This design comes from an exercise in tuning for small area, a short achievable clock period and few clock cycles per item on the open sky130 flow, not from production work. Only simulation tests tie the RTL to the original design; equivalence was not proved. Power is estimated from default activity; no workload was simulated.

== north ==
## ppc_decode
module ppc_decode (
    input  wire         clk,
    input  wire         rst,         
    input  wire         wr_en,
    input  wire [7:0]   wr_addr,
    input  wire [31:0]  wr_data,
    output wire         busy,
    output wire [11:0]  status,
    output wire [31:0]  bits,
    output wire [127:0] fval,
    output wire [9:0]   cmdf
);
For scale: roughly 4400 cells after synthesis, roughly 1600 flip-flops, ~230 I/O pins, ~66000 um2 of cells after synthesis.
clock: 10.0 ns
lec_check: 0
cap_margin: 20
core_margin: 2
core_utilization: 40
cts_cluster_diameter: 80
cts_cluster_size: 20
place_density: 0.6
slew_margin: 20
tns_end_percent: 10
standard.sh (not shown) runs the stock make flow with config.mk's settings and CLKGATE_MAP_FILE= SYNTH_SCRIPT=/design/flow/synth_recipe.tcl, a recipe that flattens the netlist after the stock synthesis.
==> flow/flow/run.sh <==
#!/bin/bash
# Standard ORFS layout (the standard.sh), with the timing repair steps
# asked to leave a larger setup margin so that they size the design for a
# shorter period than the 10 ns clock requires. Constraints are unchanged.
set -euo pipefail
export SETUP_SLACK_MARGIN=${SETUP_MARGIN_NS:-6.6}
bash standard.sh > orfs_make.log 2>&1
Having completed the whole flow, north delivered a layout that passed the timing, design-rule and antenna checks.
Testbench counts of north, summed over its fixed seeds: cycles 21,268, decodes 384.
The inputs of south differ from those of north as listed below.
- CTS_CLUSTER_DIAMETER now 100, was 80
- CTS_CLUSTER_SIZE now 26, was 20
==> flow/flow/run.sh <==
#!/bin/bash
# Standard ORFS layout (the standard.sh), with the timing repair steps
# asked to leave a larger setup margin so that they size the design for a
# shorter period than the 10 ns clock requires. Constraints are unchanged.
set -euo pipefail
export SETUP_SLACK_MARGIN=${SETUP_MARGIN_NS:-7}
bash standard.sh > orfs_make.log 2>&1
--- outcome ---
Total power of south falls short of that of north by a few percent.
[compare] base=north new=south: combinational group share of total power has increased; final critical-path required period has decreased; post-route met1 wirelength has increased.

old:
Another version of the RTL of ppc_decode (not shown whole).
For scale: ~4400 cells after synthesis, ~1600 flip-flops, ~66000 um^2 of cells after synthesis.
==> flow/config.mk <==
export PLATFORM = sky130hd
export DESIGN_NAME = ppc_decode
export DESIGN_NICKNAME = ppc_decode
export VERILOG_FILES = /design/flow/design.v
export SDC_FILE = /design/flow/constraint.sdc
export NUM_CORES = 4
export LEC_CHECK = 0
export CAP_MARGIN = 20
export CORE_MARGIN = 2
export CORE_UTILIZATION = 40
export PLACE_DENSITY = 0.6
export SLEW_MARGIN = 20
==> flow/constraint.sdc <==
create_clock -name core_clock -period 10.0 [get_ports {clk}]
set_input_delay 2.0000 -clock core_clock [delete_from_list [all_inputs] [get_ports {clk}]]
set_output_delay 2.0000 -clock core_clock [all_outputs]
set_load 0.01 [all_outputs]
==> flow/flow/run.sh <==
#!/bin/bash
# Standard ORFS layout (the standard.sh), with the timing repair steps
# asked to leave a larger setup margin so that they size the design for a
# shorter period than the 10 ns clock requires. Constraints are unchanged.
set -euo pipefail
export SETUP_SLACK_MARGIN=${SETUP_MARGIN_NS:-7}
bash standard.sh > orfs_make.log 2>&1
Testbench counts of old, summed over its fixed seeds: cycles 21,268, decodes 384.
Here is what was changed in the inputs of new compared with old.
# old
export LEC_CHECK = 0
export CAP_MARGIN = 20
export CORE_MARGIN = 2
export CORE_UTILIZATION = 40
export PLACE_DENSITY = 0.6
export SLEW_MARGIN = 20
create_clock -name core_clock -period 10.0 [get_ports {clk}]
# new
export LEC_CHECK = 0
export CAP_MARGIN = 20
export CORE_MARGIN = 2
export CORE_UTILIZATION = 40
export PLACE_DENSITY = 0.6
export SLEW_MARGIN = 20
export TNS_END_PERCENT = 10
create_clock -name core_clock -period 10.0 [get_ports {clk}]
--- outcome ---
- new finished every step from synthesis to the final layout, and the layout passed the timing, design-rule and antenna checks.
- [compare] base=old new=new: clock power share shows a reduction of 0.3 points, layout cell share with drive strength beyond 1 shows a reduction of 4.4 points, routed wire length shows a reduction of about 5%.
- Looking at new and old, the slew at the pin closest to its max-slew limit is a wash.
- old -> new: compound-gate portion of the synthesized area flat
- Going from old to new, final-layout fill cell count grows by 2.0%.
- Compared with old, new ends up with less cell area.
- Summary of new over old: power consumption fell by 1.7%, data required time of the critical path held, combinational fraction of design power dropped 0.4 points.

==> port drivers added, routing unchanged <==
No port has a modelled driver above. Below, the same layouts with a new extraction and two added sets of constraints.
Step 1 (the two cells are an assumption about what drives the block):
set clk [get_ports {clk}]
set_driving_cell -lib_cell sky130_fd_sc_hd__clkbuf_16 $clk
set_driving_cell -lib_cell sky130_fd_sc_hd__buf_2 [delete_from_list [all_inputs] $clk]
Step 2 also shifts input and output timing later by t, the mid clock arrival at the registers, as if the neighbouring blocks saw the same clock.
a / b / c = ideal ports / drivers / drivers and shift; a / b = the first two.
run	t, ns	slack for setup (ns)	pins driven straight from the clock port
north	0.824	6.453 / 6.377 / 5.757	1
south	0.821	6.588 / 6.496 / 5.880	1
old	0.883	6.444 / 6.390 / 5.578	1
new	0.875	6.420 / 6.405 / 5.531	1
After both steps every run listed still meets setup and hold. The setup slack of new, which loses most, moves by -0.015 ns with the drivers and by -0.889 ns with both steps.
